This is an optimization exercise on Yosys and OpenROAD, whose aim is small area, a short achievable clock period and few clock cycles, not a production implementation. In this exercise RTL edits were held to simulation tests only and were not proved equivalent to the original. No activity file was given, so power comes from the tool's default toggle rates.

--- flow/design.v ---
module sctp_dec (
    input  wire        clk,
    input  wire        rst,
    input  wire        in_valid,
    output wire        in_ready,
    input  wire [63:0] in_data,
    input  wire        in_last,
    input  wire [3:0]  in_cnt,
    output reg         ev_valid,
    input  wire        ev_ready,
    output wire [3:0]  ev_type,
    output wire [1:0]  ev_refk,
    output wire [31:0] ev_off,
    output wire [63:0] ev_value,
    output wire [31:0] ev_size,
    output reg         ev_fault,
    output reg  [2:0]  ev_cause
);
    reg [3:0]  ev_ty;
    reg [1:0]  ev_rk;
    reg [31:0] ev_hp;            
    reg [3:0]  ev_ad;            
    reg        ev_oz;            
    reg        ev_vq;            
    reg [63:0] ev_v;             
    reg [3:0]  ev_sz;            
    reg        ev_z;             
    wire [31:0] ev_q = ev_hp + {28'd0, ev_ad};
    assign ev_type  = ev_z ? (ev_fault ? 4'd0 : 4'd15) : ev_ty;
    assign ev_refk  = ev_z ? 2'd0 : ev_rk;
    assign ev_off   = ev_oz ? 32'd0 : ev_q;
    assign ev_value = ev_z ? 64'd0 : {ev_vq ? 32'd0 : ev_v[63:32], ev_vq ? ev_q : ev_v[31:0]};
    assign ev_size  = ev_z ? 32'd0 : ev_vq ? ev_v[63:32] : {28'd0, ev_sz};
    localparam [1:0] REF_NULL  = 2'd0;
    localparam [1:0] REF_INBUF = 2'd1;
    localparam [1:0] REF_TEMP  = 2'd2;
    localparam [2:0] C_TRUNCATED = 3'd1;
    localparam [2:0] C_OVERFLOW  = 3'd2;
    localparam [2:0] C_UNKNOWN   = 3'd5;
    reg        e0v, e1v;         
    reg        e0l, e1l;         
    reg [7:0]  e0m, e1m;         
    reg [63:0] e0d, e1d;
    reg [55:0] pb;               
    reg        pl;               
    reg [6:0]  pm;               
    reg        skip;             
    reg        drain;            
    reg [7:0]  oh;               
    reg [2:0]  o;                
    reg [32:0] se;               
    reg [4:0]  sof;
    reg [28:0] bpos;             
    assign in_ready = !e1v;
    wire inacc = in_valid && !e1v;
    wire slot_free = !ev_valid || ev_ready;
    reg        e0w;              
    reg        e1w;              
    reg        ek;               
    reg [22:0] mw;               
    wire [151:0] win = {e1d, e0d, pb};
    wire [22:0] cb;              
    genvar gi;
    generate
        for (gi = 0; gi < 23; gi = gi + 1) begin : g_cb
            assign cb[gi] = win[8*gi+7];
        end
    endgenerate
    reg [7:0]  v_adv;            
    reg [7:0]  v_emit;           
    reg [7:0]  v_term;           
    reg [7:0]  v_vlsk;           
    reg [7:0]  v_p1, v_p2;       
    reg [7:0]  v_ohn [0:7];      
    reg [2:0]  v_cs  [0:7];      
    reg [7:0]  ph;
    reg [3:0]  pt, pmt;
    reg [10:0] pkeep;
    reg [10:1] pterm;
    reg [4:0]  pn, pvs, pvn;
    reg        pfound, povf, pok, pvfit, phv;
    reg        c_short, c_fix, c_leb, c_vs, c_vl, c_14, c_15;
    integer i, k;
    always @(*) begin
        for (i = 0; i < 8; i = i + 1) begin
            ph  = win[8*i +: 8];
            pt  = ph[3:0];
            pmt = ph[7:4];
            phv = mw[i];
            c_short = (pt == 4'd12);
            c_14    = (pt == 4'd14);
            c_15    = (pt == 4'd15);
            c_leb   = (pt == 4'd8) || (pt == 4'd9);
            c_vs    = (pt == 4'd13) && (pmt != 4'd15);
            c_vl    = (pt == 4'd13) && (pmt == 4'd15);
            c_fix   = !(c_short || c_14 || c_15 || c_leb || pt == 4'd13);
            pkeep[0] = 1'b1;
            for (k = 1; k <= 10; k = k + 1)
                pkeep[k] = pkeep[k-1] & cb[i+k];
            pvs = 5'd0;
            for (k = 1; k <= 10; k = k + 1) begin
                pterm[k] = pkeep[k-1] & !cb[i+k];
                if (pterm[k]) pvs = pvs | (i + 1 + k);
            end
            pfound = 1'b0;
            for (k = 1; k <= 10; k = k + 1)
                pfound = pfound | (!cb[i+k] & mw[i+k]);
            povf = pkeep[10] & mw[i+10];
            pvfit = 1'b0;
            pvn = 5'd0;
            for (k = 0; k < 15; k = k + 1)
                if (pmt == k) begin
                    pvfit = (i + k < 23) ? mw[i+k] : 1'b0;
                    pvn = i + 1 + k;
                end
            case (pt)
                4'd0, 4'd1:        begin pok = mw[i+1]; pn = i + 2; end
                4'd2, 4'd3:        begin pok = mw[i+2]; pn = i + 3; end
                4'd4, 4'd5, 4'd10: begin pok = mw[i+4]; pn = i + 5; end
                4'd12:             begin pok = 1'b1;    pn = i + 1; end
                4'd8, 4'd9:        begin pok = 1'b1;    pn = pvs;   end
                4'd13:             begin pok = 1'b1;    pn = (pmt == 4'd15) ? pvs : pvn; end
                default:           begin pok = mw[i+8]; pn = i + 9; end
            endcase
            v_emit[i] = phv && (c_short || (c_fix && pok) || (c_leb && pfound) || (c_vs && pvfit));
            v_adv[i]  = phv && (c_short || (c_fix && pok) || (c_leb && pfound) || (c_vs && (pvfit || !ek)));
            v_vlsk[i] = phv && c_vl && pfound;
            v_term[i] = (!phv && ek) ||
                        (phv && (c_14 || c_15 ||
                                 ((c_leb || c_vl) && !pfound && (povf || ek)) ||
                                 (c_fix && !pok && ek) ||
                                 (c_vs && !pvfit && ek)));
            v_cs[i] = (!phv || c_15) ? 3'd0 :
                      c_14 ? C_UNKNOWN :
                      ((c_leb || c_vl) && povf) ? C_OVERFLOW : C_TRUNCATED;
            v_p1[i]  = pn[4] | pn[3];
            v_p2[i]  = pn[4];
            v_ohn[i] = 8'd1 << pn[2:0];
        end
    end
    wire adv   = |(oh & v_adv);
    wire emit  = |(oh & v_emit);
    wire term  = |(oh & v_term);
    wire vlsk  = |(oh & v_vlsk);
    wire a_p1  = |(oh & v_p1);
    wire a_p2  = |(oh & v_p2);
    reg [7:0] ohn;
    reg [2:0] cause;
    wire [1:0] vs_hi = a_p2 ? (e1w ? 2'd0 : e0w ? 2'd1 : 2'd2) :
                       a_p1 ? (e0w ? 2'd0 : 2'd1) : 2'd0;
    always @(*) begin
        ohn = 8'd0; cause = 3'd0;
        for (i = 0; i < 8; i = i + 1)
            if (oh[i]) begin
                ohn   = ohn   | v_ohn[i];
                cause = cause | v_cs[i];
            end
    end
    wire [111:0] xs4 = o[2] ? win[143:32] : win[111:0];
    wire [95:0]  xs2 = o[1] ? xs4[111:16] : xs4[95:0];
    wire [87:0]  x   = o[0] ? xs2[95:8]   : xs2[87:0];
    wire [3:0]  t = x[3:0];
    wire [3:0]  m = x[7:4];
    wire        vl = (m == 4'd15);
    reg [9:0]  keep;
    reg [63:0] lval;
    reg        fill;
    reg        lsign;
    reg [3:0]  nb;               
    always @(*) begin
        keep[0] = 1'b1;
        for (k = 1; k < 10; k = k + 1)
            keep[k] = keep[k-1] & x[8*k+7];
        nb = 4'd0;
        lsign = 1'b0;
        for (k = 1; k <= 10; k = k + 1)
            if (keep[k-1] && !x[8*k+7]) begin
                nb = nb | k[3:0];
                if (k < 10) lsign = lsign | x[8*k+6];
            end
        fill = t[0] && !t[2] && lsign;       
        for (k = 0; k < 9; k = k + 1)
            lval[7*k +: 7] = keep[k] ? x[8*(k+1) +: 7] : {7{fill}};
        lval[63] = keep[9] ? x[80] : fill;
    end
    reg [3:0]  fw;
    reg        fbit;
    reg [63:0] fval;
    always @(*) begin
        case (t)
            4'd0, 4'd1:        fw = 4'd1;
            4'd2, 4'd3:        fw = 4'd2;
            4'd4, 4'd5, 4'd10: fw = 4'd4;
            default:           fw = 4'd8;
        endcase
        case (t)
            4'd0:    fbit = x[15];
            4'd2:    fbit = x[23];
            4'd4:    fbit = x[39];
            default: fbit = 1'b0;
        endcase
        for (k = 0; k < 8; k = k + 1)
            fval[8*k +: 8] = (k < fw) ? x[8*(k+1) +: 8] : {8{fbit}};
    end
    wire [28:0] bm1 = bpos - 29'd1;
    wire [28:0] bp1 = bpos + 29'd1;
    wire [27:0] bh1 = bpos[28:1] + 28'd1;
    wire [28:0] bp2 = {bh1, bpos[0]};
    wire [31:0] hpos = {(o < 3'd7) ? bm1 : bpos, o - 3'd7};
    wire [31:0] qpos = {(o < 3'd2) ? bm1 : bpos, o - 3'd2};
    wire        vl_huge = |lval[63:32];
    reg [1:0]  r_refk;
    reg [63:0] r_value;
    reg [31:0] r_size;
    reg [3:0]  r_ad;
    reg        r_oz, r_vq;
    always @(*) begin
        r_refk = REF_INBUF; r_value = fval; r_size = {28'd0, fw}; r_ad = 4'd1; r_oz = 1'b0; r_vq = 1'b0;
        case (t)
            4'd12: begin
                r_value = {60'd0, m}; r_size = 32'd1; r_ad = 4'd0;
            end
            4'd8, 4'd9: begin
                r_refk = REF_TEMP; r_value = lval; r_size = 32'd8; r_oz = 1'b1;
            end
            4'd13: begin
                r_value = {vl ? lval[31:0] : {28'd0, m}, 32'd0}; r_vq = 1'b1;
                r_ad = vl ? nb + 4'd1 : 4'd1;
            end
            default: ;
        endcase
    end
    wire        s_small = (se[32:5] == 28'd0);
    wire [5:0]  s_es    = {1'b0, se[4:0]} + {1'b0, sof};
    wire [24:0] mw1     = {1'b0, mw, 1'b1};
    wire        s_fit   = s_small && (s_es < 6'd24) && mw1[s_es[4:0]];
    wire        s_ge8   = !s_small || (s_es[5:3] != 3'd0);
    wire        s_ge16  = !s_small || (s_es[5:4] != 2'd0);
    wire [29:0] se_dec  = se[32:3] - 30'd1;
    wire [5:0]  s_es_m8 = s_es - 6'd8;
    wire hdr   = !skip && !drain;
    wire hstep = hdr && slot_free;
    wire t_nb  = pl || (e0v && e0l) || (e0v && e1v && e1l);
    wire t_p2  = !pl && e0v && e1v && !e0l;
    wire t_p1  = !pl && e0v && (e0l || !e1v);
    wire h_p2  = e1w && a_p2;
    wire h_p1  = e0w && a_p1 && !h_p2;
    reg pop1, pop2, newbuf, sk_emit, sk_fault;
    always @(*) begin
        pop1 = 1'b0; pop2 = 1'b0; newbuf = 1'b0; sk_emit = 1'b0; sk_fault = 1'b0;
        if (drain) begin
            pop1 = e0v;
            newbuf = e0v && e0l;
        end else if (skip) begin
            if (s_fit) begin
                sk_emit = 1'b1;
                pop2 = s_ge16 && e1w;
                pop1 = s_ge8 && e0w && !pop2;
            end else if (ek) begin
                sk_fault = 1'b1;
                newbuf = 1'b1;
                pop1 = !pl && e0l;
                pop2 = !pl && !e0l;
            end else begin
                pop1 = s_ge8 && e0w;
            end
        end else if (slot_free) begin
            pop2   = ((adv || vlsk) && h_p2) || (term && t_p2);
            pop1   = ((adv || vlsk) && h_p1) || (term && t_p1);
            newbuf = term && t_nb;
        end
    end
    wire [7:0] imask = in_last ? therm8(in_cnt) : 8'hff;
    function [7:0] therm8(input [3:0] c);
        integer j;
        for (j = 0; j < 8; j = j + 1)
            therm8[j] = (j < c);
    endfunction
    reg       n_e0v, n_e1v, n_e0l, n_e1l, n_pl;
    reg [7:0] n_e0m, n_e1m;
    reg [6:0] n_pm;
    always @(*) begin
        n_e0v = e0v; n_e1v = e1v; n_e0l = e0l; n_e1l = e1l;
        n_e0m = e0m; n_e1m = e1m; n_pl = pl; n_pm = pm;
        if (pop2) begin
            n_e0v = 1'b0;
            n_e1v = 1'b0;
        end else if (pop1) begin
            if (e1v) begin
                n_e0v = 1'b1; n_e0l = e1l; n_e0m = e1m;
                n_e1v = 1'b0;
            end else begin
                n_e0v = inacc; n_e0l = in_last; n_e0m = imask;
            end
        end else if (inacc) begin
            if (e0v) begin
                n_e1v = 1'b1; n_e1l = in_last; n_e1m = imask;
            end else begin
                n_e0v = 1'b1; n_e0l = in_last; n_e0m = imask;
            end
        end
        if (newbuf) begin
            n_pl = 1'b0;
            n_pm = {7{1'b1}};
        end else if (pop2) begin
            n_pl = e1l;
            n_pm = e1m[7:1];
        end else if (pop1) begin
            n_pl = e0l;
            n_pm = e0m[7:1];
        end
    end
    wire        n_e0w = n_e0v && !n_pl;
    wire        n_e1w = n_e0w && !n_e0l && n_e1v;
    wire        n_ek  = n_pl || (n_e0v && (n_e0l || (n_e1v && n_e1l)));
    wire [22:0] n_mw  = {n_e1m & {8{n_e1w}}, n_e0m & {8{n_e0w}}, n_pm};
    always @(posedge clk) begin
        if (!e1v)
            e1d <= in_data;
        if (pop1 && e1v)
            e0d <= e1d;
        else if (pop1 || !e0v)
            e0d <= in_data;
        if (pop2)
            pb <= e1d[63:8];
        else if (pop1)
            pb <= e0d[63:8];
        if (rst) begin
            e0v <= 1'b0; e1v <= 1'b0; e0l <= 1'b0; e1l <= 1'b0;
            e0m <= 8'd0; e1m <= 8'd0;
            pl <= 1'b0; pm <= {7{1'b1}};
            e0w <= 1'b0; e1w <= 1'b0; ek <= 1'b0; mw <= {16'd0, {7{1'b1}}};
            skip <= 1'b0; drain <= 1'b0;
            oh <= 8'd128;
            o <= 3'd7;
            se <= 33'd0;
            sof <= 5'd0;
            bpos <= 29'd0;
            ev_valid <= 1'b0;
        end else begin
            e0v <= n_e0v; e1v <= n_e1v; e0l <= n_e0l; e1l <= n_e1l;
            e0m <= n_e0m; e1m <= n_e1m; pl <= n_pl; pm <= n_pm;
            e0w <= n_e0w; e1w <= n_e1w; ek <= n_ek; mw <= n_mw;
            if (newbuf)
                bpos <= 29'd0;
            else if (pop2)
                bpos <= bp2;
            else if (pop1)
                bpos <= bp1;
            if (newbuf) begin
                skip <= 1'b0; drain <= 1'b0;
                oh <= 8'd128;
                o <= 3'd7;
            end else if (skip) begin
                if (sk_emit) skip <= 1'b0;
                oh <= 8'd1 << s_es[2:0];
                o <= s_es[2:0];
                if (s_small) begin
                    se  <= {27'd0, pop1 ? s_es_m8 : s_es};
                    sof <= 5'd0;
                end else begin
                    if (pop1) se <= {se_dec, se[2:0]};
                end
            end else if (hstep) begin
                if (term) drain <= 1'b1;
                if (adv) begin
                    oh <= ohn;
                    o  <= {ohn[7] | ohn[6] | ohn[5] | ohn[4],
                           ohn[7] | ohn[6] | ohn[3] | ohn[2],
                           ohn[7] | ohn[5] | ohn[3] | ohn[1]};
                end
                if (adv && !emit) begin          
                    skip <= 1'b1;
                    se   <= {28'd0, vs_hi, ohn[7] | ohn[6] | ohn[5] | ohn[4],
                             ohn[7] | ohn[6] | ohn[3] | ohn[2],
                             ohn[7] | ohn[5] | ohn[3] | ohn[1]};
                    sof  <= 5'd0;
                end
                if (vlsk) begin                  
                    skip <= 1'b1;
                    se   <= vl_huge ? {33{1'b1}} : {1'b0, lval[31:0]};
                    sof  <= {vs_hi, ohn[7] | ohn[6] | ohn[5] | ohn[4],
                             ohn[7] | ohn[6] | ohn[3] | ohn[2],
                             ohn[7] | ohn[5] | ohn[3] | ohn[1]};
                end
            end
            if (ev_valid && ev_ready)
                ev_valid <= 1'b0;
            if (hstep) begin
                ev_valid <= emit || term;
                ev_ty    <= t;
                ev_rk    <= r_refk;
                ev_hp    <= hpos;
                ev_ad    <= term ? 4'd0 : r_ad;
                ev_oz    <= term ? (cause == 3'd0) : r_oz;
                ev_vq    <= r_vq;
                ev_v     <= r_value;
                ev_sz    <= r_size[3:0];
                ev_z     <= term;
                ev_fault <= term && (cause != 3'd0);
                ev_cause <= term ? cause : 3'd0;
            end else if (sk_emit) begin
                ev_valid <= 1'b1;
            end else if (sk_fault) begin
                ev_valid <= 1'b1;
                ev_ad    <= 4'd0;
                ev_z     <= 1'b1;
                ev_fault <= 1'b1;
                ev_cause <= C_TRUNCATED;
            end
        end
    end
endmodule
--- flow/run.sh ---
#!/bin/bash
# synth_recipe.tcl (not shown) runs the flow's synth.tcl, then flattens the netlist and writes it again
# the make line also repeats each setting of config.mk as NAME=value (left out here)
make -C /OpenROAD-flow-scripts/flow DESIGN_CONFIG=/design/flow/config.mk WORK_HOME=/design/flow/orfs CLKGATE_MAP_FILE= SYNTH_SCRIPT=/design/flow/synth_recipe.tcl finish
--- flow/config.mk ---
export PLATFORM = sky130hd
export DESIGN_NAME = sctp_dec
export DESIGN_NICKNAME = sctp_dec
export VERILOG_FILES = /design/flow/design.v
export SDC_FILE = /design/flow/constraint.sdc
export NUM_CORES = 4
export LEC_CHECK = 0
export CAP_MARGIN = 20
export CORE_MARGIN = 2
export CORE_UTILIZATION = 40
export SETUP_SLACK_MARGIN = 1.75
export SLEW_MARGIN = 20
--- flow/constraint.sdc ---
create_clock -name core_clock -period 6.0 [get_ports {clk}]
set_input_delay 1.2000 -clock core_clock [delete_from_list [all_inputs] [get_ports {clk}]]
set_output_delay 1.2000 -clock core_clock [all_outputs]
set_load 0.01 [all_outputs]
==> out/qor_table.md, run 1 <==
| Metric | Value | Unit |
| --- | --- | --- |
| Count of pins on the block boundary | 213 | - |
| Register clock-pin slew on the reported worst setup and hold paths | 60 | ps |
| Data required time at the worst endpoint | 4800 | ps |
| Endpoints failing hold | 0 | - |
| Number of sinks on the clock net | 429 | - |
| Clock tree from TritonCTS | yes | - |
| Initial cell density of the core | 0.404 | - |
| Cell type with the highest aggregate area in the netlist | sky130_fd_sc_hd__edfxtp_1 | - |
| DP HPWL | 112 | mm |
| Detailed router's first-iteration violation count | 4,529 | - |
| Area inside the core boundary | 79,100 | um2 |
| Cell depth of the worst setup path | 13 | - |
| Via count | 32,431 | - |
| Worst path max stage delay | 400 | ps |
| # port buffers | 212 | - |
| Dominant cells by area after synthesis | sky130_fd_sc_hd__edfxtp_1 (28%), sky130_fd_sc_hd__dfxtp_1 (8.0%), sky130_fd_sc_hd__mux2_2 (5.3%) | - |
| Sequential element share of the synthesized area | 0.363 | - |
| Run status | complete, no violations | - |
| Top flip-flop cell by instance count after synthesis | sky130_fd_sc_hd__edfxtp_1 | - |
| Number of synthesized flops with an enable pin | 301 | - |
| GRT Overall Usage | 0.354 | - |
| Setup CP Type | flip-flop to output port | - |
| Setup Total Neg Slack | 0 | ps |
| Cell count after synthesis | 3,592 | - |
| Worst Setup Start Kind | flip-flop | - |
| Die Area | 82,300 | um2 |
| Clock skew after layout | 26.3 | ps |
| Achievable Freq | 230 | MHz |
| # nets final | 4,000 | - |
| Antenna violations before repair | 5 | - |
| Area grow syn2layout | 24.1 | % |
| Crit path DAT | 3140 | ps |
| Mean cell area of the mapped netlist | 8.91 | um2 |
| Largest net degree at the start of global routing | 83 | - |
| Count of cells along the worst register-to-register path | 14 | - |
| Power after layout | 25.4 | mW |
| Routed wire length per instance | 30.3 | um |
| Setup repair after global routing missed its margin | yes | - |
| Clock root buffer | sky130_fd_sc_hd__clkbuf_16 | - |
| Number of cells on the worst hold path | 2 | - |
| Relative slew slack | 0.265 | - |
| Detailed Route WL | 151 | mm |
| Post-DRT Antenna Nets | 0 | - |
| Global-route congestion overflow total | 0 | - |
| Most common cell on crit path | sky130_fd_sc_hd__nor2_4 | - |
| Async set or reset register ratio after synthesis | 0 | - |
| Total clock buffers created by CTS | 49 | - |
| Number of H-tree levels | 2 | - |
| Number of global-route vias before repair | 29,739 | - |
| Standby leakage power | 15.2 | nW |
| Period minus WS final | 4340 | ps |
| Max Slew Vio Count | 0 | - |
| Worst-Margin Slew | 1090 | ps |
| Share of Yosys cell area claimed by the top area cell type | 0.282 | - |
| Clock insertion delay at the later pin of the skew report | 610 | ps |
| Slowest library cell on the worst path | sky130_fd_sc_hd__edfxtp_1 | - |
| Peak ir drop on the vdd network | 0.000322 | V |
| Chip width | 287 | um |
| Most common cell after layout, fill and taps aside | sky130_fd_sc_hd__nand2_1 | - |
| Top cell family by delay on the critical path | simple AND/OR/NAND/NOR gates | - |
| PwrDens | 641 | nW/um2 |
| First-pass GRT wire length | 212 | mm |
| Avg Vias per Cell | 6.50 | - |
| Yosys Warn Count | 7 | - |
| Setup-violating endpoint count in the final report | 0 | - |
| Synth unique cells | 100 | - |
| Min-delay worst type | flip-flop to flip-flop | - |
| DRC violations left | 0 | - |
| Global placer's final weighted congestion | 1.08 | - |
| Max-capacitance violation count | 0 | - |
| Crit path max fanout | 5 | - |
| Share of layout cells above drive strength 1 | 0.217 | - |
| Final worst path period share | 0.723 | - |
| Register bit total from synthesis | 429 | - |
| Critical-path cell list | ha_1, a21o_1, a21oi_2, nor2b_2, nor2_4, nor3_4, and4_4, inv_4, nor2_4, nand3_4, xor2_4, a211oi_2, buf_2 | - |
| Commonest non-fill, non-tap cells in the layout | sky130_fd_sc_hd__nand2_1 (360), sky130_fd_sc_hd__nor2_1 (320), sky130_fd_sc_hd__edfxtp_1 (301) | - |
| Crit. End Element | output port | - |
| Die height | 287 | um |
| Number of buffers on the longest clock path | 3 | - |
| Row cnt | 103 | - |
| Post-synthesis net count | 3,691 | - |
| Filler cell count | 7,598 | - |
| Total standard cell area after synthesis | 32,000 | um2 |
| Worst path buffer plus inverter count | 2 | - |
| Number of iterations in the first detailed-routing pass | 6 | - |
[report_power, final]
group | internal, mW | total [mW] | switching [mW]
Combinational | 6.07 | 16.4 | 10.3
Clock | 1.65 | 2.92 | 1.27
Sequential | 4.85 | 6.12 | 1.27
[sequential cells by signal (all words and copies together), names as in the netlist, 23 cells and up]
signal  count
e0d        64
e1d        64
ev_v       64
pb         56
se         33
ev_hp      32
bpos       29
mw         23
[logic make-up after synthesis]
kind of cell / synth area share
simple gates: 0.225
compound gates: 0.180
flops: 0.363
buf+inv: 0.0485
mux: 0.146
xor+xnor: 0.0271
fa+ha+maj: 0.0106
[synthesized netlist by cell type (48+ instances only)]
master and count:
sky130_fd_sc_hd__nor4_1 49, sky130_fd_sc_hd__xnor2_1 51, sky130_fd_sc_hd__mux4_2 64, sky130_fd_sc_hd__and2_1 91, sky130_fd_sc_hd__a21oi_1 200, sky130_fd_sc_hd__nand2b_1 57, sky130_fd_sc_hd__nand4_1 60, sky130_fd_sc_hd__xor2_1 48
sky130_fd_sc_hd__nor3_1 90, sky130_fd_sc_hd__edfxtp_1 301, sky130_fd_sc_hd__nand2_1 368, sky130_fd_sc_hd__nand3_1 108, sky130_fd_sc_hd__inv_1 92, sky130_fd_sc_hd__a31oi_1 56, sky130_fd_sc_hd__clkbuf_1 226, sky130_fd_sc_hd__mux2i_1 153
sky130_fd_sc_hd__o221ai_1 50, sky130_fd_sc_hd__o21ai_0 179, sky130_fd_sc_hd__mux2_2 152, sky130_fd_sc_hd__a211oi_1 56, sky130_fd_sc_hd__nor2_1 328, sky130_fd_sc_hd__dfxtp_1 128
[area by class of cell]
| cell class | instances | area, um2 | area share |
|---|---|---|---|
| inverter | 99 | 380 | 0.00958 |
| clock inverter | 27 | 236 | 0.00596 |
| tap | 1050 | 1310 | 0.0331 |
| clock buffer | 59 | 1320 | 0.0331 |
| multi-input combinational | 2772 | 19700 | 0.496 |
| antenna | 2 | 5.00 | 0.000126 |
| sequential | 429 | 11600 | 0.293 |
| timing repair buffer | 550 | 5110 | 0.129 |
[worst register-to-register path: stages, from the launching register on]
cell	delay, ps
sky130_fd_sc_hd__edfxtp_1	510
sky130_fd_sc_hd__buf_4	220
sky130_fd_sc_hd__inv_1	60
sky130_fd_sc_hd__buf_4	200
sky130_fd_sc_hd__o21ai_0	130
sky130_fd_sc_hd__a21oi_1	590
sky130_fd_sc_hd__mux2_4	420
sky130_fd_sc_hd__nand2_2	310
sky130_fd_sc_hd__nor2_1	220
sky130_fd_sc_hd__nand2_1	140
sky130_fd_sc_hd__inv_1	300
sky130_fd_sc_hd__nand2_1	230
sky130_fd_sc_hd__or2_2	410
sky130_fd_sc_hd__a211oi_1	250
sky130_fd_sc_hd__buf_4	190
[through the flow]
| step | instances | worst slack, ps | hold WS [ps] | instance area [um2] | utilization |
|---|---|---|---|---|---|
| after floorplan | 3592 | 1580 | 455 | 32000 | - |
| after global placement | 4678 | 1100 | 469 | 35400 | 0.447 |
| after detailed placement | 4678 | 980 | 479 | 35400 | 0.447 |
| after CTS | 4890 | 1650 | 488 | 38400 | 0.485 |
| after global routing | 4986 | 1550 | 524 | 39700 | 0.502 |
| final | 4988 | 1660 | 490 | 39700 | 0.502 |
[routing by layer]
metal / up-vias / track usage / part of all wire
li1: 14134 / - / -
met1: 15644 / 0.445 / 0.38
met2: 2107 / 0.532 / 0.42
met3: 536 / 0.110 / 0.12
met4: 10 / 0.213 / 0.077
met5: - / 0.00291 / 0.00059
[path summary, 6_finish.rpt]
| kind | from | to | slack (ps) |
|---|---|---|---|
| setup / recovery | ev_hp[1] | ev_value[31] | 1660 |
| hold / removal | se[32] | se[32] | 490 |
| setup reg to reg | pb[25] | ev_ad[3] | 1690 |
| hold reg to reg | se[32] | se[32] | 490 |
[repair_timing]
item                                    4_1_cts  5_1_grt
endpoints found under the setup margin      514      386
hold buffers                                  0        0
gates resized for setup                     158      151
pin swaps                                    27       28
cloned                                        4        3
buffers inserted                            122       93
Testbench counts, summed over its fixed seeds: cycles 16,207.
==> run 2, diff against run 1 <==
--- a/flow/config.mk
+++ b/flow/config.mk
@@ -10,3 +10,4 @@
 export CORE_UTILIZATION = 40
-export SETUP_SLACK_MARGIN = 1.75
+export SETUP_SLACK_MARGIN = 1.5
 export SLEW_MARGIN = 20
+export TNS_END_PERCENT = 10
==> run 2 against run 1 <==
  * Die area is the same
  * Final area shrank 4.1%
  * Utilization shrank 2.0 points
  * Area after synthesis is the same
  * Maximum frequency shrank 8.9%
  * Critical path depth grew 1
  * Clock power grew 11%
  * Final cell count shrank 2.7%
  * Critical path type is now flip-flop to flip-flop
  * Critical endpoint is now e0d[3]
  * Largest cell class unchanged
  * Largest power group unchanged
==> out/qor_table.md, run 2 <==
| Metric | Value | Unit |
| --- | --- | --- |
| Run status | complete, no violations | - |
| Met1 track demand over resource | 0.448 | - |
| Number of sinks on the clock net | 429 | - |
| Register bit total from synthesis | 429 | - |
| Worst path buffer plus inverter count | 4 | - |
| Peak ir drop on the vdd network | 0.000479 | V |
| Cell depth of the worst setup path | 14 | - |
| Top cell family by delay on the critical path | simple AND/OR/NAND/NOR gates | - |
| Max-capacitance violation count | 0 | - |
| Crit path max fanout | 22 | - |
| Achievable Freq | 210 | MHz |
| Critical-path cell list | buf_4, buf_4, and4_1, nand3_1, a221o_1, nand4_1, nor2_1, nor2b_1, nor3_2, a311o_1, nand2_4, buf_12, buf_4, mux2_2 | - |
| Area inside the core boundary | 79,100 | um2 |
| Via count | 32,032 | - |
| Period minus WS final | 4760 | ps |
| Standby leakage power | 14.2 | nW |
| Crit path DAT | 5120 | ps |
| Clock root buffer | sky130_fd_sc_hd__clkbuf_16 | - |
| Worst-Margin Slew | 1190 | ps |
| Avg Vias per Cell | 6.60 | - |
| Top flip-flop cell by instance count after synthesis | sky130_fd_sc_hd__edfxtp_1 | - |
| Final worst path period share | 0.794 | - |
| Grt met3 use | 0.0826 | - |
| Power after layout | 24.7 | mW |
| Slowest library cell on the worst path | sky130_fd_sc_hd__and4_1 | - |
| Number of global-route vias before repair | 29,162 | - |
| Share of Yosys cell area claimed by the top area cell type | 0.282 | - |
| Min-delay worst type | flip-flop to flip-flop | - |
| DP HPWL | 112 | mm |
| Sequential element share of the synthesized area | 0.363 | - |
| Cell count after synthesis | 3,592 | - |
| Total standard cell area after synthesis | 32,000 | um2 |
| Number of H-tree levels | 2 | - |
| Post-synthesis net count | 3,691 | - |
| Count of pins on the block boundary | 213 | - |
| Relative slew slack | 0.197 | - |
| Synth unique cells | 100 | - |
| Data required time at the worst endpoint | 6350 | ps |
| Area grow syn2layout | 19.0 | % |
| Worst path max stage delay | 660 | ps |
| Most common cell on crit path | sky130_fd_sc_hd__buf_4 | - |
| Register clock-pin slew on the reported worst setup and hold paths | 70 | ps |
| Worst Setup Start Kind | flip-flop | - |
| Routed wire length per instance | 30.4 | um |
| Initial cell density of the core | 0.404 | - |
| Clock skew after layout | 37.4 | ps |
| GRT Overall Usage | 0.347 | - |
| Global-route congestion overflow total | 0 | - |
| Count of cells along the worst register-to-register path | 14 | - |
| Crit. End Element | flip-flop | - |
| Share of layout cells above drive strength 1 | 0.162 | - |
| Async set or reset register ratio after synthesis | 0 | - |
| Row cnt | 103 | - |
| Number of buffers on the longest clock path | 3 | - |
| Clock tree from TritonCTS | yes | - |
| Die Area | 82,300 | um2 |
| Dominant cells by area after synthesis | sky130_fd_sc_hd__edfxtp_1 (28%), sky130_fd_sc_hd__dfxtp_1 (8.0%), sky130_fd_sc_hd__mux2_2 (5.3%) | - |
| GR Layer Usage met2 | 0.530 | - |
| PwrDens | 650 | nW/um2 |
| Post-DRT Antenna Nets | 0 | - |
| Largest registers | e0d x64, e1d x64, ev_v x64 | - |
| Cell type with the highest aggregate area in the netlist | sky130_fd_sc_hd__edfxtp_1 | - |
| Setup Total Neg Slack | 0 | ps |
| Max Slew Vio Count | 0 | - |
| Filler cell count | 7,687 | - |
| Total clock buffers created by CTS | 49 | - |
| Setup CP Type | flip-flop to flip-flop | - |
| Final Instance Count excl. Fillers | 4,853 | - |
| Number of iterations in the first detailed-routing pass | 9 | - |
| Number of synthesized flops with an enable pin | 301 | - |
| Mean cell area of the mapped netlist | 8.91 | um2 |
| First-pass GRT wire length | 209 | mm |
| Largest net degree at the start of global routing | 83 | - |
| # nets final | 3,858 | - |
| Cells after DPL | 4,676 | - |
| Endpoints failing hold | 0 | - |
| Antenna violations before repair | 3 | - |
| Detailed router's first-iteration violation count | 4,810 | - |
| Most frequent cell after synthesis | sky130_fd_sc_hd__nand2_1 | - |
| Most numerous cell types in the synthesized netlist | sky130_fd_sc_hd__nand2_1 (368), sky130_fd_sc_hd__nor2_1 (328), sky130_fd_sc_hd__edfxtp_1 (301) | - |
| Setup-violating endpoint count in the final report | 0 | - |
| Most common cell after layout, fill and taps aside | sky130_fd_sc_hd__nand2_1 | - |
| Number of cells on the worst hold path | 2 | - |
| Most crowded layer after global routing | met2 | - |
| Die height | 287 | um |
| Global placer's final weighted congestion | 1.10 | - |
| Commonest non-fill, non-tap cells in the layout | sky130_fd_sc_hd__nand2_1 (363), sky130_fd_sc_hd__nor2_1 (324), sky130_fd_sc_hd__edfxtp_1 (301) | - |
| Clock insertion delay at the later pin of the skew report | 630 | ps |
| Yosys Warn Count | 7 | - |
| # port buffers | 212 | - |
| Chip width | 287 | um |
| Detailed Route WL | 148 | mm |
| Setup repair after global routing missed its margin | yes | - |
| DRC violations left | 0 | - |
run 2: cell counts after synthesis:
Identical to the previous run, type by type.
run 2: path summary, 6_finish.rpt:
check / startpoint / end / slack (ps)
setup / recovery: e0d[7] / e0d[3] / 1240
hold / removal: se[32] / se[32] / 480
setup reg to reg: e0d[7] / e0d[3] / 1240
hold reg to reg: se[32] / se[32] / 480
run 2: final cells by class:
class	instances	area, um2	share of cell area
Antenna cell	4	10.0	0.000263
Tap cell	1050	1310	0.0345
Multi-Input combinational cell	2768	19100	0.503
Clock buffer	55	1260	0.0331
Timing Repair Buffer	412	3910	0.103
Clock inverter	36	447	0.0117
Inverter	99	377	0.00989
Sequential cell	429	11600	0.305
run 2: worst min-delay path, stage by stage, from the launching register on:
cell	delay [ps]
sky130_fd_sc_hd__dfxtp_1	310
sky130_fd_sc_hd__o21ai_0	70
sky130_fd_sc_hd__a21oi_1	60
run 2: through the flow:
step	hold slack, ps	area (um2)	worst slack (ps)	utilization
after floorplan	455	32000	1120	-
after global placement	469	35300	1090	0.446
after detailed placement	475	35300	993	0.446
after CTS	484	37400	1280	0.473
after global routing	531	38100	1250	0.481
final	481	38100	1240	0.481
run 2: what timing repair did:
action,4_1_cts,5_1_grt
pin swaps,4,7
hold buffers,0,0
cloned,0,0
resized for setup,27,48
buffers inserted,43,39
endpoints found under the setup margin,362,340
run 2: cells by family after synthesis:
group	after synthesis	share of synthesized area
DFF	429	0.363
AOI/OAI and AO/OA	855	0.180
adders and majority gates	26	0.0106
muxes	369	0.146
xor gates and xnor gates	99	0.0271
and+or+nand+nor	1419	0.225
buffers and inverters	395	0.0485
run 2: layer usage:
layer  part of all wire  wire length, um
met5                  0                0
met4              0.075            11100
met3               0.12            17000
met2               0.43            63000
met1               0.38            56600
run 2: power breakdown:
| part | internal, mW | switching [mW] | total [mW] |
|---|---|---|---|
| Clock | 1.88 | 1.35 | 3.23 |
| Sequential | 4.85 | 1.52 | 6.37 |
| Combinational | 5.42 | 9.73 | 15.1 |
==> run 3, diff against run 2 <==
--- a/flow/config.mk
+++ b/flow/config.mk
@@ -12,2 +12 @@
 export SLEW_MARGIN = 20
-export TNS_END_PERCENT = 10
==> run 3 against run 2 <==
  * Power decreased by 1.3%
  * Largest cell class unchanged
  * Critical path type unchanged
  * Sequential power increased by 2%
  * Still clean
  * Die area unchanged
  * Combinational power about the same
  * Flip-flop and latch count unchanged
  * Final area increased by 0.34%
  * Maximum frequency increased by 7.0%
  * Worst setup slack improved by 310 ps
  * Critical endpoint is now mw[14]
  * Largest power group unchanged
==> out/qor_table.md, run 3 <==
| Metric | Value | Unit |
| --- | --- | --- |
| Min-delay src | se[32] | - |
| DRC violations left | 0 | - |
| Largest registers | e0d x64, e1d x64, ev_v x64 | - |
| DP HPWL | 112 | mm |
| Sequential element share of the synthesized area | 0.363 | - |
| Via count | 31,720 | - |
| Setup-violating endpoint count in the final report | 0 | - |
| Number of global-route vias before repair | 29,075 | - |
| Number of H-tree levels | 2 | - |
| Max-capacitance violation count | 0 | - |
| Crit. End Element | flip-flop | - |
| Worst-Margin Slew | 1140 | ps |
| Row cnt | 103 | - |
| Share of Yosys cell area claimed by the top area cell type | 0.282 | - |
| Most frequent cell after synthesis | sky130_fd_sc_hd__nand2_1 | - |
| Mean cell area of the mapped netlist | 8.91 | um2 |
| Total standard cell area after synthesis | 32,000 | um2 |
| Share of layout cells above drive strength 1 | 0.170 | - |
| Yosys Warn Count | 7 | - |
| GRT Overall Usage | 0.346 | - |
| Total clock buffers created by CTS | 49 | - |
| Global-route congestion overflow total | 0 | - |
| Number of synthesized flops with an enable pin | 301 | - |
| Final worst path period share | 0.742 | - |
| Clock tree from TritonCTS | yes | - |
| First-pass GRT wire length | 208 | mm |
| Terminus of the critical flop-to-flop path | mw[14] | - |
| Achievable Freq | 225 | MHz |
| Detailed Route WL | 147 | mm |
| Launching point of the worst reg2reg path | pb[55] | - |
| # port buffers | 212 | - |
| Final Instance Area | 38,200 | um2 |
| Routed wire length per instance | 30.3 | um |
| Initial cell density of the core | 0.404 | - |
| Setup repair after global routing missed its margin | yes | - |
| Antenna violations before repair | 4 | - |
| Die height | 287 | um |
| Min-delay worst type | flip-flop to flip-flop | - |
| Cell type with the highest aggregate area in the netlist | sky130_fd_sc_hd__edfxtp_1 | - |
| Placed cell area | 35,400 | um2 |
| Number of cells on the worst hold path | 2 | - |
| Clock skew after layout | 25.2 | ps |
| Number of buffers on the longest clock path | 3 | - |
| Detailed router's first-iteration violation count | 4,701 | - |
| Setup Total Neg Slack | 0 | ps |
| Data required time at the worst endpoint | 6550 | ps |
| Worst Setup Start Kind | flip-flop | - |
| Post-synthesis net count | 3,691 | - |
| Cts-stage hold buffer count | 0 | - |
| Async set or reset register ratio after synthesis | 0 | - |
| Relative slew slack | 0.232 | - |
| Worst path max stage delay | 480 | ps |
| Number of iterations in the first detailed-routing pass | 7 | - |
| Clock root buffer | sky130_fd_sc_hd__clkbuf_16 | - |
| Endpoints failing hold | 0 | - |
| Filler cell count | 7,696 | - |
| Critical-path cell list | buf_4, and4_1, a21boi_0, o21ai_0, o21ai_0, o2111ai_1, nor4_2, nor3_2, buf_4, a311oi_4, mux2_2, a2111oi_4, buf_4, and3b_1 | - |
| Worst setup slack for register-to-register paths | 1550 | ps |
| PwrDens | 639 | nW/um2 |
| Slowest library cell on the worst path | sky130_fd_sc_hd__edfxtp_1 | - |
| Count of cells along the worst register-to-register path | 14 | - |
| Clock insertion delay at the later pin of the skew report | 610 | ps |
| Hold Crit Endpoint | se[32] | - |
| Global placer's final weighted congestion | 1.08 | - |
| Standby leakage power | 14.5 | nW |
| Most common cell after layout, fill and taps aside | sky130_fd_sc_hd__nand2_1 | - |
| Cell count after synthesis | 3,592 | - |
| Run status | complete, no violations | - |
| Die Area | 82,300 | um2 |
| Area grow syn2layout | 19.4 | % |
| Largest net degree at the start of global routing | 83 | - |
| Most common cell on crit path | sky130_fd_sc_hd__buf_4 | - |
| Most numerous cell types in the synthesized netlist | sky130_fd_sc_hd__nand2_1 (368), sky130_fd_sc_hd__nor2_1 (328), sky130_fd_sc_hd__edfxtp_1 (301) | - |
| Crit path max fanout | 20 | - |
| Dominant cells by area after synthesis | sky130_fd_sc_hd__edfxtp_1 (28%), sky130_fd_sc_hd__dfxtp_1 (8.0%), sky130_fd_sc_hd__mux2_2 (5.3%) | - |
| Area inside the core boundary | 79,100 | um2 |
| Count of pins on the block boundary | 213 | - |
| Max Slew Vio Count | 0 | - |
| Synth unique cells | 100 | - |
| Register clock-pin slew on the reported worst setup and hold paths | 70 | ps |
| Top flip-flop cell by instance count after synthesis | sky130_fd_sc_hd__edfxtp_1 | - |
| Avg Vias per Cell | 6.51 | - |
| Number of sinks on the clock net | 429 | - |
| Commonest non-fill, non-tap cells in the layout | sky130_fd_sc_hd__nand2_1 (362), sky130_fd_sc_hd__nor2_1 (322), sky130_fd_sc_hd__edfxtp_1 (301) | - |
| Crit path DAT | 5000 | ps |
| Period minus WS final | 4450 | ps |
| Setup CP Type | flip-flop to flip-flop | - |
| Chip width | 287 | um |
| # nets final | 3,883 | - |
| Post-DRT Antenna Nets | 0 | - |
| Register bit total from synthesis | 429 | - |
| Peak ir drop on the vdd network | 0.000291 | V |
==> run 3: final cells by class <==
type	count	area, um2	area share
multi-input cells	2769	19200	0.504
flip-flops and latches	429	11600	0.304
repair buffers	436	4100	0.107
clock buffers	59	1320	0.0344
well taps	1050	1310	0.0344
inverters	99	377	0.00986
clock inverters	27	236	0.00619
diodes	2	5.00	0.000131
==> run 3: critical path, delay by kind of cell, from the launching register on <==
kind                   cells  cell delay (ps)
AO/OA/AOI/OAI              6             1950
buffers and inverters      3              670
AND/OR/NAND/NOR            4              870
flip-flops                 1              480
multiplexers               1              420
==> run 3: worst max-delay path by stage <==
stage          startpoint            to  slack, ps  cells after the start
2_1_floorplan       se[0]        e0d[0]       1580                     16
3_3_place_gp      e0d[15]        mw[14]       1100                     10
3_5_place_dp      e0d[15]        mw[14]        980                     10
4_1_cts          ev_hp[1]  ev_value[31]       1390                     13
5_1_grt          ev_ad[1]    ev_off[29]       1430                     13
6_report           pb[55]        mw[14]       1550                     14
==> run 3: per-layer routing <==
metal  GRT usage  wire length, um  vias up  share of wire
met5           0               29        -        0.00020
met4       0.187            10000        4          0.068
met3       0.105            17400      451           0.12
met2       0.526            63500     1973           0.43
met1       0.440            56500    15386           0.38
li1            -                -    13906              -
==> run 3: what timing repair did <==
item / in CTS / in global routing
gates resized for setup: 53 / 78
cloned: 1 / 1
setup buffers: 41 / 62
endpoints found under the setup margin: 408 / 357
pin swaps: 9 / 16
==> run 3: kinds of logic (layout without fill, tap and decap cells) <==
| logic type | count (synthesis) | in the layout | synth area share |
|---|---|---|---|
| fa+ha+maj | 26 | 26 | 0.0106 |
| compound gates | 855 | 855 | 0.180 |
| mux | 369 | 369 | 0.146 |
| xor+xnor | 99 | 99 | 0.0271 |
| other cells | 0 | 2 | 0 |
| simple gates | 1419 | 1420 | 0.225 |
| flops | 429 | 429 | 0.363 |
| buf+inv | 395 | 621 | 0.0485 |
==> run 3: through the flow <==
stage / total power [mW] / util / hold slack [ps] / setup slack (ps) / std cells
CTS: 23.4 / 0.472 / 488 / 1390 / 4806
global route: 25.3 / 0.483 / 524 / 1430 / 4869
finish: 24.4 / 0.483 / 488 / 1550 / 4871
detailed placement: 20.2 / 0.447 / 479 / 980 / 4678
floorplan: 14.0 / - / 455 / 1580 / 3592
global placement: 20.2 / 0.447 / 469 / 1100 / 4678
==> run 3: power breakdown <==
part | internal, mW | switching (mW) | total, mW
registers | 4.85 | 1.63 | 6.48
logic | 5.44 | 9.57 | 15.0
clock network | 1.65 | 1.27 | 2.92
==> run 4, diff against run 3 <==
--- a/flow/design.v
+++ b/flow/design.v
@@ -60,3 +60,3 @@
     reg [22:0] mw;               
-    wire [151:0] win = {e1d, e0d, pb};
+    wire [183:0] win = {e1d, e0d, pb};
     wire [22:0] cb;              
--- a/flow/config.mk
+++ b/flow/config.mk
@@ -9,3 +9,3 @@
 export CORE_MARGIN = 2
-export CORE_UTILIZATION = 40
+export CORE_UTILIZATION = 45
 export SETUP_SLACK_MARGIN = 1.5
==> run 4 against run 3 <==
  * Global-route usage up 7.3 points
  * Critical path type unchanged
  * Worst hold slack barely moved
  * Synthesized cell count did not move
==> out/qor_table.md, run 4 <==
| Metric | Value | Unit |
| --- | --- | --- |
| Number of H-tree levels | 2 | - |
| Initial cell density of the core | 0.455 | - |
| DRC violations left | 0 | - |
| Synth unique cells | 100 | - |
| Number of buffers on the longest clock path | 3 | - |
| Avg Vias per Cell | 6.95 | - |
| First-pass GRT wire length | 222 | mm |
| Register clock-pin slew on the reported worst setup and hold paths | 60 | ps |
| Crit path max fanout | 8 | - |
| # nets final | 3,910 | - |
| Total standard cell area after synthesis | 32,000 | um2 |
| Max Slew Vio Count | 0 | - |
| Run status | complete, no violations | - |
| Final Instance Count excl. Fillers | 4,805 | - |
| Data required time at the worst endpoint | 6550 | ps |
| Yosys Warn Count | 3 | - |
| Number of synthesized flops with an enable pin | 301 | - |
| GRT Overall Usage | 0.419 | - |
| Global-route congestion overflow total | 0 | - |
| Critical-path cell list | buf_4, mux2_2, nor4b_1, nor4_1, a211oi_1, nor3_1, and4b_2, a21oi_1, a311oi_4, mux2_2, a2111oi_4, buf_4, o211a_1 | - |
| Routed wire length per instance | 33.3 | um |
| Chip width | 271 | um |
| Relative slew slack | 0.183 | - |
| Antenna violations before repair | 21 | - |
| Detailed router's first-iteration violation count | 5,343 | - |
| Share of layout cells above drive strength 1 | 0.180 | - |
| Cts-stage hold buffer count | 0 | - |
| Number of iterations in the first detailed-routing pass | 10 | - |
| PwrDens | 654 | nW/um2 |
| Peak ir drop on the vdd network | 0.000494 | V |
| Clock insertion delay at the later pin of the skew report | 620 | ps |
| Achievable Freq | 220 | MHz |
| Endpoints failing hold | 0 | - |
| Filler cell count | 6,325 | - |
| Row cnt | 97 | - |
| Sequential element share of the synthesized area | 0.363 | - |
| Die Area | 73,300 | um2 |
| Via count | 33,373 | - |
| Top cell family by delay on the critical path | compound AO/OA/AOI/OAI gates | - |
| Cells after DPL | 4,568 | - |
| Standby leakage power | 14.6 | nW |
| Commonest non-fill, non-tap cells in the layout | sky130_fd_sc_hd__nand2_1 (363), sky130_fd_sc_hd__nor2_1 (321), sky130_fd_sc_hd__edfxtp_1 (301) | - |
| Worst-Margin Slew | 1190 | ps |
| Area grow syn2layout | 20.5 | % |
| Number of sinks on the clock net | 429 | - |
| Share of Yosys cell area claimed by the top area cell type | 0.282 | - |
| Most common cell after layout, fill and taps aside | sky130_fd_sc_hd__nand2_1 | - |
| # port buffers | 212 | - |
| Cell type with the highest aggregate area in the netlist | sky130_fd_sc_hd__edfxtp_1 | - |
| DP HPWL | 121 | mm |
| Total clock buffers created by CTS | 46 | - |
| Worst Setup Start Kind | flip-flop | - |
| Register bit total from synthesis | 429 | - |
| Largest net degree at the start of global routing | 75 | - |
| Clock skew after layout | 30.9 | ps |
| Worst setup slack for register-to-register paths | 1460 | ps |
| Most frequent cell after synthesis | sky130_fd_sc_hd__nand2_1 | - |
| Worst path max stage delay | 710 | ps |
| Worst path buffer plus inverter count | 2 | - |
| Detailed Route WL | 160 | mm |
| Post-DRT Antenna Nets | 0 | - |
| Largest registers | e0d x64, e1d x64, ev_v x64 | - |
| Clock tree from TritonCTS | yes | - |
| Die height | 271 | um |
| Global placer's final weighted congestion | 1.09 | - |
| Area inside the core boundary | 70,300 | um2 |
| Mean cell area of the mapped netlist | 8.91 | um2 |
| Dominant cells by area after synthesis | sky130_fd_sc_hd__edfxtp_1 (28%), sky130_fd_sc_hd__dfxtp_1 (8.0%), sky130_fd_sc_hd__mux2_2 (5.3%) | - |
| Setup Total Neg Slack | 0 | ps |
| Final worst path period share | 0.757 | - |
| Post-synthesis net count | 3,691 | - |
| Period minus WS final | 4540 | ps |
| Top flip-flop cell by instance count after synthesis | sky130_fd_sc_hd__edfxtp_1 | - |
| Crit. End Element | flip-flop | - |
| Clock root buffer | sky130_fd_sc_hd__clkbuf_16 | - |
| Count of pins on the block boundary | 213 | - |
| Setup-violating endpoint count in the final report | 0 | - |
| Most numerous cell types in the synthesized netlist | sky130_fd_sc_hd__nand2_1 (368), sky130_fd_sc_hd__nor2_1 (328), sky130_fd_sc_hd__edfxtp_1 (301) | - |
| Max-capacitance violation count | 0 | - |
| Setup repair after global routing missed its margin | yes | - |
| Number of global-route vias before repair | 30,459 | - |
| Async set or reset register ratio after synthesis | 0 | - |
| Slowest library cell on the worst path | sky130_fd_sc_hd__dfxtp_1 | - |
| Crit path DAT | 5090 | ps |
| Setup CP Type | flip-flop to flip-flop | - |
| Cell count after synthesis | 3,592 | - |
| Min-delay worst type | flip-flop to flip-flop | - |
run 4: cell counts after synthesis:
Identical to the previous run, type by type.
run 4: worst paths after layout:
check | startpoint | endpoint | cells past startpoint
setup reg to reg | mw[10] | mw[10] | 13
hold / removal | se[32] | se[32] | 2
hold reg to reg | se[32] | se[32] | 2
setup / recovery | mw[10] | mw[10] | 13
run 4: kinds of logic after synthesis:
logic type / synth area share
AO/OA/AOI/OAI: 0.180
XOR/XNOR: 0.0271
adder cells (fa/ha/maj): 0.0106
buffers and inverters: 0.0485
flip-flops: 0.363
multiplexers: 0.146
AND/OR/NAND/NOR: 0.225
run 4: layout make-up:
class,count,area [um2],share of cell area
Antenna cell,17,42.5,0.00110
Clock buffer,57,1240,0.0323
Clock inverter,28,452,0.0117
Inverter,99,378,0.00980
Multi-Input combinational cell,2771,19300,0.501
Sequential cell,429,11600,0.301
Tap cell,940,1180,0.0305
Timing Repair Buffer,464,4340,0.112
run 4: per-stage QoR:
stage | area, um2 | hold slack, ps | power [mW] | utilization | setup WS, ps
after floorplan | 32000 | 455 | 14.0 | - | 1580
after global placement | 35200 | 465 | 20.3 | 0.502 | 691
after detailed placement | 35300 | 472 | 20.4 | 0.502 | 681
after global routing | 38500 | 527 | 26.0 | 0.549 | 1410
after CTS | 37700 | 480 | 24.1 | 0.537 | 1430
final | 38600 | 488 | 25.2 | 0.549 | 1460
run 4: worst register-to-register path, cell delays in order, from the launching register on:
cell and delay, ps:
sky130_fd_sc_hd__dfxtp_1 710, sky130_fd_sc_hd__buf_4 380, sky130_fd_sc_hd__mux2_2 200, sky130_fd_sc_hd__nor4b_1 50
sky130_fd_sc_hd__nor4_1 400, sky130_fd_sc_hd__a211oi_1 200, sky130_fd_sc_hd__nor3_1 360, sky130_fd_sc_hd__and4b_2 430
sky130_fd_sc_hd__a21oi_1 170, sky130_fd_sc_hd__a311oi_4 470, sky130_fd_sc_hd__mux2_2 430, sky130_fd_sc_hd__a2111oi_4 330
sky130_fd_sc_hd__buf_4 210, sky130_fd_sc_hd__o211a_1 160
run 4: repair_timing:
| item | in CTS | in global routing |
|---|---|---|
| pin swaps | 9 | 11 |
| hold endpoints to repair | 0 | 0 |
| buffers inserted | 70 | 61 |
| setup endpoints to repair | 444 | 358 |
| gates cloned | 1 | 2 |
| gates resized for setup | 80 | 56 |
run 4: per-layer routing:
| metal | up-vias | GRT usage | share of wire |
|---|---|---|---|
| met5 | - | 0.00592 | 0.00077 |
| met4 | 6 | 0.277 | 0.086 |
| met2 | 2687 | 0.635 | 0.43 |
| met1 | 16053 | 0.522 | 0.36 |
| met3 | 652 | 0.117 | 0.12 |
| li1 | 13975 | - | - |
run 4: report_power, final:
group | internal [mW] | switching (mW) | total (mW) | leakage [nW]
clock network | 1.92 | 1.30 | 3.22 | 0.819
logic | 5.53 | 10.1 | 15.6 | 9.81
registers | 4.86 | 1.55 | 6.41 | 4.02
Testbench counts of run 4, summed over its fixed seeds: cycles 16,207.
==> run 5, diff against run 4 <==
--- a/flow/config.mk
+++ b/flow/config.mk
@@ -7,6 +7,6 @@
 export LEC_CHECK = 0
-export CAP_MARGIN = 20
+export CAP_MARGIN = 5
 export CORE_MARGIN = 2
-export CORE_UTILIZATION = 45
-export SETUP_SLACK_MARGIN = 1.5
-export SLEW_MARGIN = 20
+export CORE_UTILIZATION = 40
+export SETUP_SLACK_MARGIN = 1.6
+export SLEW_MARGIN = 5
==> run 5 against run 4 <==
  * Global-route usage fell by 7.2 points
  * Worst hold slack hardly changed
  * Utilization fell by 5.9 points
  * Final cell count up 2.3%
  * Largest cell class unchanged
  * Combinational power is essentially flat
  * Clock-buffer cell count grew 2
  * Critical path type is now flip-flop to output port
  * Clock skew is 6.4 ps lower
  * Via count is 4.3% lower
  * Register-to-register slack gained 190 ps
  * Non-clock buffer count grew 17
  * Area after synthesis unchanged
  * Highest routed layer unchanged
  * First-iteration DRC count shrank 19%
==> out/qor_table.md, run 5 <==
| Metric | Value | Unit |
| --- | --- | --- |
| First-pass GRT wire length | 208 | mm |
| Dominant cells by area after synthesis | sky130_fd_sc_hd__edfxtp_1 (28%), sky130_fd_sc_hd__dfxtp_1 (8.0%), sky130_fd_sc_hd__mux2_2 (5.3%) | - |
| Number of iterations in the first detailed-routing pass | 6 | - |
| Cell type with the highest aggregate area in the netlist | sky130_fd_sc_hd__edfxtp_1 | - |
| Detailed router's first-iteration violation count | 4,349 | - |
| Die height | 287 | um |
| Routed wire length per instance | 30.1 | um |
| Die Area | 82,300 | um2 |
| Register bit total from synthesis | 429 | - |
| Number of buffers on the longest clock path | 3 | - |
| Async set or reset register ratio after synthesis | 0 | - |
| Wire length on met1 | 56.8 | mm |
| Power spent charging and discharging nets | 12.6 | mW |
| Data required time at the worst endpoint | 4800 | ps |
| Largest registers | e0d x64, e1d x64, ev_v x64 | - |
| Detailed Route WL | 148 | mm |
| Top flip-flop cell by instance count after synthesis | sky130_fd_sc_hd__edfxtp_1 | - |
| Register clock-pin slew on the reported worst setup and hold paths | 60 | ps |
| DRC violations left | 0 | - |
| Crit path max fanout | 4 | - |
| Most common cell after layout, fill and taps aside | sky130_fd_sc_hd__nand2_1 | - |
| Power share of the combinational group | 0.627 | - |
| Final worst path period share | 0.728 | - |
| Hold slack | 488 | ps |
| Number of sinks on the clock net | 429 | - |
| Row cnt | 103 | - |
| Hold Crit Endpoint | se[32] | - |
| Avg Vias per Cell | 6.50 | - |
| Number of cells on the worst hold path | 2 | - |
| Worst setup slack for register-to-register paths | 1650 | ps |
| Filler cell count | 7,684 | - |
| Share of Yosys cell area claimed by the top area cell type | 0.282 | - |
| GRT Overall Usage | 0.347 | - |
| Setup CP Type | flip-flop to output port | - |
| Most frequent cell after synthesis | sky130_fd_sc_hd__nand2_1 | - |
| Via count | 31,948 | - |
| Sequential element share of the synthesized area | 0.363 | - |
| Global-route congestion overflow total | 0 | - |
| Clock insertion delay at the later pin of the skew report | 610 | ps |
| Most numerous cell types in the synthesized netlist | sky130_fd_sc_hd__nand2_1 (368), sky130_fd_sc_hd__nor2_1 (328), sky130_fd_sc_hd__edfxtp_1 (301) | - |
| Cts-stage hold buffer count | 0 | - |
| Total clock buffers created by CTS | 49 | - |
| Clock group share of total power | 0.118 | - |
| Crit. End Element | output port | - |
| Max Slew Vio Count | 0 | - |
| Achievable Freq | 229 | MHz |
| Critical-path cell list | ha_4, a21o_1, a21oi_2, nor2b_1, nor2_2, nor3_4, and4_4, inv_2, nor2_4, nand3_2, xor2_2, buf_4, nor2_1, buf_2 | - |
| Worst path max stage delay | 450 | ps |
| Min-delay src | se[32] | - |
| Sequential power share | 0.255 | - |
| Clock root buffer | sky130_fd_sc_hd__clkbuf_16 | - |
| Clock tree from TritonCTS | yes | - |
| Initial cell density of the core | 0.404 | - |
| Uppermost signal routing layer after detailed routing | met5 | - |
| Total standard cell area after synthesis | 32,000 | um2 |
| Count of cells along the worst register-to-register path | 14 | - |
| Peak ir drop on the vdd network | 0.000343 | V |
| Min-delay worst type | flip-flop to flip-flop | - |
| Setup-violating endpoint count in the final report | 0 | - |
| Post-synthesis net count | 3,691 | - |
| Relative slew slack | 0.183 | - |
| Worst Setup Start Kind | flip-flop | - |
| Area grow syn2layout | 21.1 | % |
| Met2 layer wire length in the routed design | 63.7 | mm |
| Number of H-tree levels | 2 | - |
| Power after layout | 24.7 | mW |
| Clock skew after layout | 24.5 | ps |
| Standby leakage power | 14.8 | nW |
| # nets final | 3,929 | - |
| Slowest library cell on the worst path | sky130_fd_sc_hd__edfxtp_1 | - |
| DP HPWL | 112 | mm |
| Area inside the core boundary | 79,100 | um2 |
| Number of synthesized flops with an enable pin | 301 | - |
| Crit path DAT | 3170 | ps |
| Mean cell area of the mapped netlist | 8.91 | um2 |
| Count of pins on the block boundary | 213 | - |
| Max-capacitance violation count | 0 | - |
| # port buffers | 212 | - |
| Met3 WL post-DR | 17.3 | mm |
| Commonest non-fill, non-tap cells in the layout | sky130_fd_sc_hd__nand2_1 (362), sky130_fd_sc_hd__nor2_1 (321), sky130_fd_sc_hd__edfxtp_1 (301) | - |
| Post-DRT Antenna Nets | 0 | - |
| Chip width | 287 | um |
| Terminus of the critical flop-to-flop path | bpos[27] | - |
| PwrDens | 639 | nW/um2 |
| Launching point of the worst reg2reg path | pb[55] | - |
| Switching Fraction | 0.508 | - |
| Worst path buffer plus inverter count | 3 | - |
| Share of layout cells above drive strength 1 | 0.189 | - |
| Cell count after synthesis | 3,592 | - |
| Top cell family by delay on the critical path | simple AND/OR/NAND/NOR gates | - |
| Run status | complete, no violations | - |
| Antenna violations before repair | 4 | - |
| Setup repair after global routing missed its margin | yes | - |
| Setup Total Neg Slack | 0 | ps |
| Largest net degree at the start of global routing | 83 | - |
| Worst-Margin Slew | 1220 | ps |
| Yosys Warn Count | 3 | - |
| Global placer's final weighted congestion | 1.08 | - |
| Endpoints failing hold | 0 | - |
| Internal portion of total power | 12.2 | mW |
| Synth unique cells | 100 | - |
| Number of global-route vias before repair | 29,183 | - |
| Period minus WS final | 4370 | ps |
## run 5: area by class of cell
class                   instances  area, um2  share of cell area
multi-input cells            2770      19400               0.501
clock buffers                  59       1320              0.0339
well taps                    1050       1310              0.0339
clock inverters                27        236             0.00610
repair buffers                481       4470               0.115
flip-flops and latches        429      11600               0.300
inverters                      99        379             0.00979
diodes                          2       5.00            0.000129
## run 5: layer usage
layer | vias up | GRT usage
met4 | 8 | 0.184
met5 | - | 0
li1 | 13999 | -
met1 | 15499 | 0.441
met2 | 1975 | 0.531
met3 | 467 | 0.105
## run 5: through the flow
step / utilization / cells / worst slack [ps] / area, um2
3_5_place_dp: 0.447 / 4678 / 980 / 35400
5_1_grt: 0.490 / 4915 / 1510 / 38700
4_1_cts: 0.475 / 4819 / 1460 / 37600
3_3_place_gp: 0.447 / 4678 / 1100 / 35400
2_1_floorplan: - / 3592 / 1580 / 32000
6_report: 0.490 / 4917 / 1630 / 38700
## run 5: worst register-to-register path: stages, from the launching register on
cell	delay [ps]
sky130_fd_sc_hd__edfxtp_1	440
sky130_fd_sc_hd__buf_4	330
sky130_fd_sc_hd__nand4_1	550
sky130_fd_sc_hd__nor2_1	350
sky130_fd_sc_hd__nand4_1	230
sky130_fd_sc_hd__a31oi_1	280
sky130_fd_sc_hd__nor4bb_1	80
sky130_fd_sc_hd__and4b_2	320
sky130_fd_sc_hd__a21bo_2	320
sky130_fd_sc_hd__nand3_4	180
sky130_fd_sc_hd__buf_12	280
sky130_fd_sc_hd__a21oi_1	100
sky130_fd_sc_hd__buf_6	190
sky130_fd_sc_hd__or4_1	480
sky130_fd_sc_hd__a21oi_1	140
## run 5: power groups by stage
| stage | Clock (mW) | Sequential, mW | Combinational (mW) |
|---|---|---|---|
| 6_report | 2.92 | 6.31 | 15.5 |
| 2_1_floorplan | 0 | 5.36 | 8.65 |
| 3_5_place_dp | 0 | 6.82 | 13.4 |
| 5_1_grt | 3.08 | 6.36 | 16.2 |
| 4_1_cts | 2.98 | 6.56 | 14.0 |
| 3_3_place_gp | 0 | 6.80 | 13.4 |
## run 5: how the worst max path moves through the flow
| stage | startpoint | to | slack (ps) | cells after the start |
|---|---|---|---|---|
| floorplan | se[0] | e0d[0] | 1580 | 16 |
| global placement | e0d[15] | mw[14] | 1100 | 10 |
| detailed placement | e0d[15] | mw[14] | 980 | 10 |
| CTS | ev_hp[1] | ev_value[31] | 1460 | 13 |
| global route | ev_ad[1] | ev_off[31] | 1510 | 14 |
| finish | ev_ad[1] | ev_off[31] | 1630 | 14 |
## run 5: kinds of logic (layout without fill, tap and decap cells)
group	count (synthesis)	after routing	share of synthesized area
flops	429	429	0.363
simple gates	1419	1420	0.225
compound gates	855	856	0.180
other cells	0	2	0
fa+ha+maj	26	26	0.0106
buf+inv	395	666	0.0485
mux	369	369	0.146
xor+xnor	99	99	0.0271
## run 5: what timing repair did
action	CTS	global route
resized for setup	85	113
endpoints found under the setup margin	437	346
pin swaps	14	30
setup buffers	54	94
cloned	1	2
==> run 6, diff against run 5 <==
--- a/flow/config.mk
+++ b/flow/config.mk
@@ -7,6 +7,7 @@
 export LEC_CHECK = 0
-export CAP_MARGIN = 5
+export CAP_MARGIN = 20
 export CORE_MARGIN = 2
 export CORE_UTILIZATION = 40
+export PLACE_DENSITY = 0.5
 export SETUP_SLACK_MARGIN = 1.6
-export SLEW_MARGIN = 5
+export SLEW_MARGIN = 20
==> run 6 against run 5 <==
  * Routed wire length up 2.9%
  * Final cell count about the same
  * Non-clock buffer count unchanged
  * Power up 1.7%
  * Combinational power up 3%
  * Global-route usage up 1.1 points
  * Sequential power down 2%
  * Worst hold slack worse by 3.8 ps
  * Area after synthesis unchanged
  * Critical endpoint is now mw[14]
  * Largest cell class unchanged
==> out/qor_table.md, run 6 <==
| Metric | Value | Unit |
| --- | --- | --- |
| Run status | complete, no violations | - |
| Yosys Warn Count | 3 | - |
| Setup repair after global routing missed its margin | yes | - |
| Post-DRT Antenna Nets | 0 | - |
| Achievable Freq | 227 | MHz |
| Number of H-tree levels | 2 | - |
| Global placer's final weighted congestion | 1.06 | - |
| Number of iterations in the first detailed-routing pass | 6 | - |
| Final worst path period share | 0.733 | - |
| DRC violations left | 0 | - |
| Min-delay worst type | flip-flop to flip-flop | - |
| Register bit total from synthesis | 429 | - |
| Most crowded layer after global routing | met2 | - |
| Cell type with the highest aggregate area in the netlist | sky130_fd_sc_hd__edfxtp_1 | - |
| Data required time at the worst endpoint | 6520 | ps |
| Last element of the critical path | mw[14] | - |
| Dominant cells by area after synthesis | sky130_fd_sc_hd__edfxtp_1 (28%), sky130_fd_sc_hd__dfxtp_1 (8.0%), sky130_fd_sc_hd__mux2_2 (5.3%) | - |
| Largest net degree at the start of global routing | 83 | - |
| Avg Vias per Cell | 6.51 | - |
| Period minus WS final | 4400 | ps |
| Share of Yosys cell area claimed by the top area cell type | 0.282 | - |
| Synth unique cells | 100 | - |
| First-pass GRT wire length | 215 | mm |
| Total standard cell area after synthesis | 32,000 | um2 |
| Max Slew Vio Count | 0 | - |
| Die Area | 82,300 | um2 |
| Combined flip-flop and latch cell area | 11,600 | um2 |
| Relative slew slack | 0.246 | - |
| Clock skew after layout | 76.1 | ps |
| Number of buffers on the longest clock path | 3 | - |
| DP HPWL | 115 | mm |
| Area grow syn2layout | 21.9 | % |
| Mean cell area of the mapped netlist | 8.91 | um2 |
| Initial cell density of the core | 0.404 | - |
| Antenna violations before repair | 4 | - |
| Number of global-route vias before repair | 29,960 | - |
| Power after layout | 25.2 | mW |
| Top flip-flop cell by instance count after synthesis | sky130_fd_sc_hd__edfxtp_1 | - |
| Final Instance Area | 39,000 | um2 |
| Filler cell count | 7,441 | - |
| Detailed Route WL | 152 | mm |
| Crit. End Element | flip-flop | - |
| Global-route congestion overflow total | 0 | - |
| Terminus of the critical flop-to-flop path | mw[14] | - |
| Max-capacitance violation count | 0 | - |
| Crit path max fanout | 10 | - |
| Routed wire length per instance | 31.0 | um |
| Standby leakage power | 14.9 | nW |
| Worst Setup Start Kind | flip-flop | - |
| Sequential element share of the synthesized area | 0.363 | - |
| Worst setup slack for register-to-register paths | 1600 | ps |
| GR Layer Usage met2 | 0.566 | - |
| Number of sinks on the clock net | 429 | - |
| # port buffers | 212 | - |
| Post-synthesis net count | 3,691 | - |
| Launching point of the worst reg2reg path | pb[16] | - |
| Slowest library cell on the worst path | sky130_fd_sc_hd__edfxtp_1 | - |
| Area of combinational cells with multiple inputs | 19,600 | um2 |
| Clock root buffer | sky130_fd_sc_hd__clkbuf_16 | - |
| Most frequent cell after synthesis | sky130_fd_sc_hd__nand2_1 | - |
| Met1 track demand over resource | 0.463 | - |
| Count of pins on the block boundary | 213 | - |
| Cts-stage hold buffer count | 0 | - |
| Cell count after synthesis | 3,592 | - |
| Placed cell area | 35,400 | um2 |
| Via count | 32,041 | - |
| Clock tree from TritonCTS | yes | - |
| # nets final | 3,929 | - |
| Clock insertion delay at the later pin of the skew report | 660 | ps |
| Peak ir drop on the vdd network | 0.000348 | V |
| Most common cell after layout, fill and taps aside | sky130_fd_sc_hd__nand2_1 | - |
-- run 6: cell counts after synthesis --
No cell type changed its count.
-- run 6: per-layer routing --
layer,share of wire,routed length (um)
met5,0.00022,34
met3,0.094,14400
met2,0.45,68400
met1,0.39,59700
met4,0.065,9860
-- run 6: worst max-delay path, delay by kind of cell (launching register included) --
family	cells	cell delay, ps
buffers and inverters	2	370
multiplexers	1	420
flip-flops	1	700
AND/OR/NAND/NOR	7	1790
AO/OA/AOI/OAI	3	990
-- run 6: how the worst min path moves through the flow --
stage	startpoint	to	slack [ps]	cells after the start
5_1_grt	se[32]	se[32]	500	2
3_5_place_dp	se[32]	se[32]	470	2
2_1_floorplan	se[32]	se[32]	450	2
3_3_place_gp	se[32]	se[32]	470	2
4_1_cts	se[32]	se[32]	480	2
6_report	se[32]	se[32]	480	2
-- run 6: logic make-up after synthesis --
logic type,after synthesis,share of synthesized area
AO/OA/AOI/OAI,855,0.180
XOR/XNOR,99,0.0271
adder cells (fa/ha/maj),26,0.0106
buffers and inverters,395,0.0485
flip-flops,429,0.363
multiplexers,369,0.146
AND/OR/NAND/NOR,1419,0.225
-- run 6: stage by stage --
step	utilization	hold slack (ps)	worst slack, ps
3_3_place_gp	0.447	466	1010
5_1_grt	0.493	498	1480
4_1_cts	0.482	480	1470
2_1_floorplan	-	455	1580
3_5_place_dp	0.447	470	1020
6_report	0.493	484	1600
-- run 6: cell type report --
type                       count  share of cell area
antenna                        1           0.0000641
clock buffer                  63              0.0335
clock inverter                27             0.00882
inverter                      99             0.00968
multi-input combinational   2770               0.503
sequential                   429               0.298
tap                         1050              0.0337
timing repair buffer         481               0.114
-- run 6: power breakdown --
part	internal, mW	leakage (nW)	switching (mW)
combinational	5.74	10.1	10.1
clock	1.78	0.804	1.34
sequential	4.86	4.02	1.35
-- run 6: repair_timing --
action / in CTS / in global routing
gates resized for setup: 108 / 126
cloned: 2 / 1
pin swaps: 14 / 24
setup endpoints to repair: 459 / 371
buffers inserted: 79 / 64

Check on run 6: ideal ports give 1.602 ns setup slack; a clkbuf_16 on the clock port and buf_2 on the inputs give 1.576 ns; moving port delays by the midpoint clock arrival (0.689 ns) as well gives 1.602 ns.
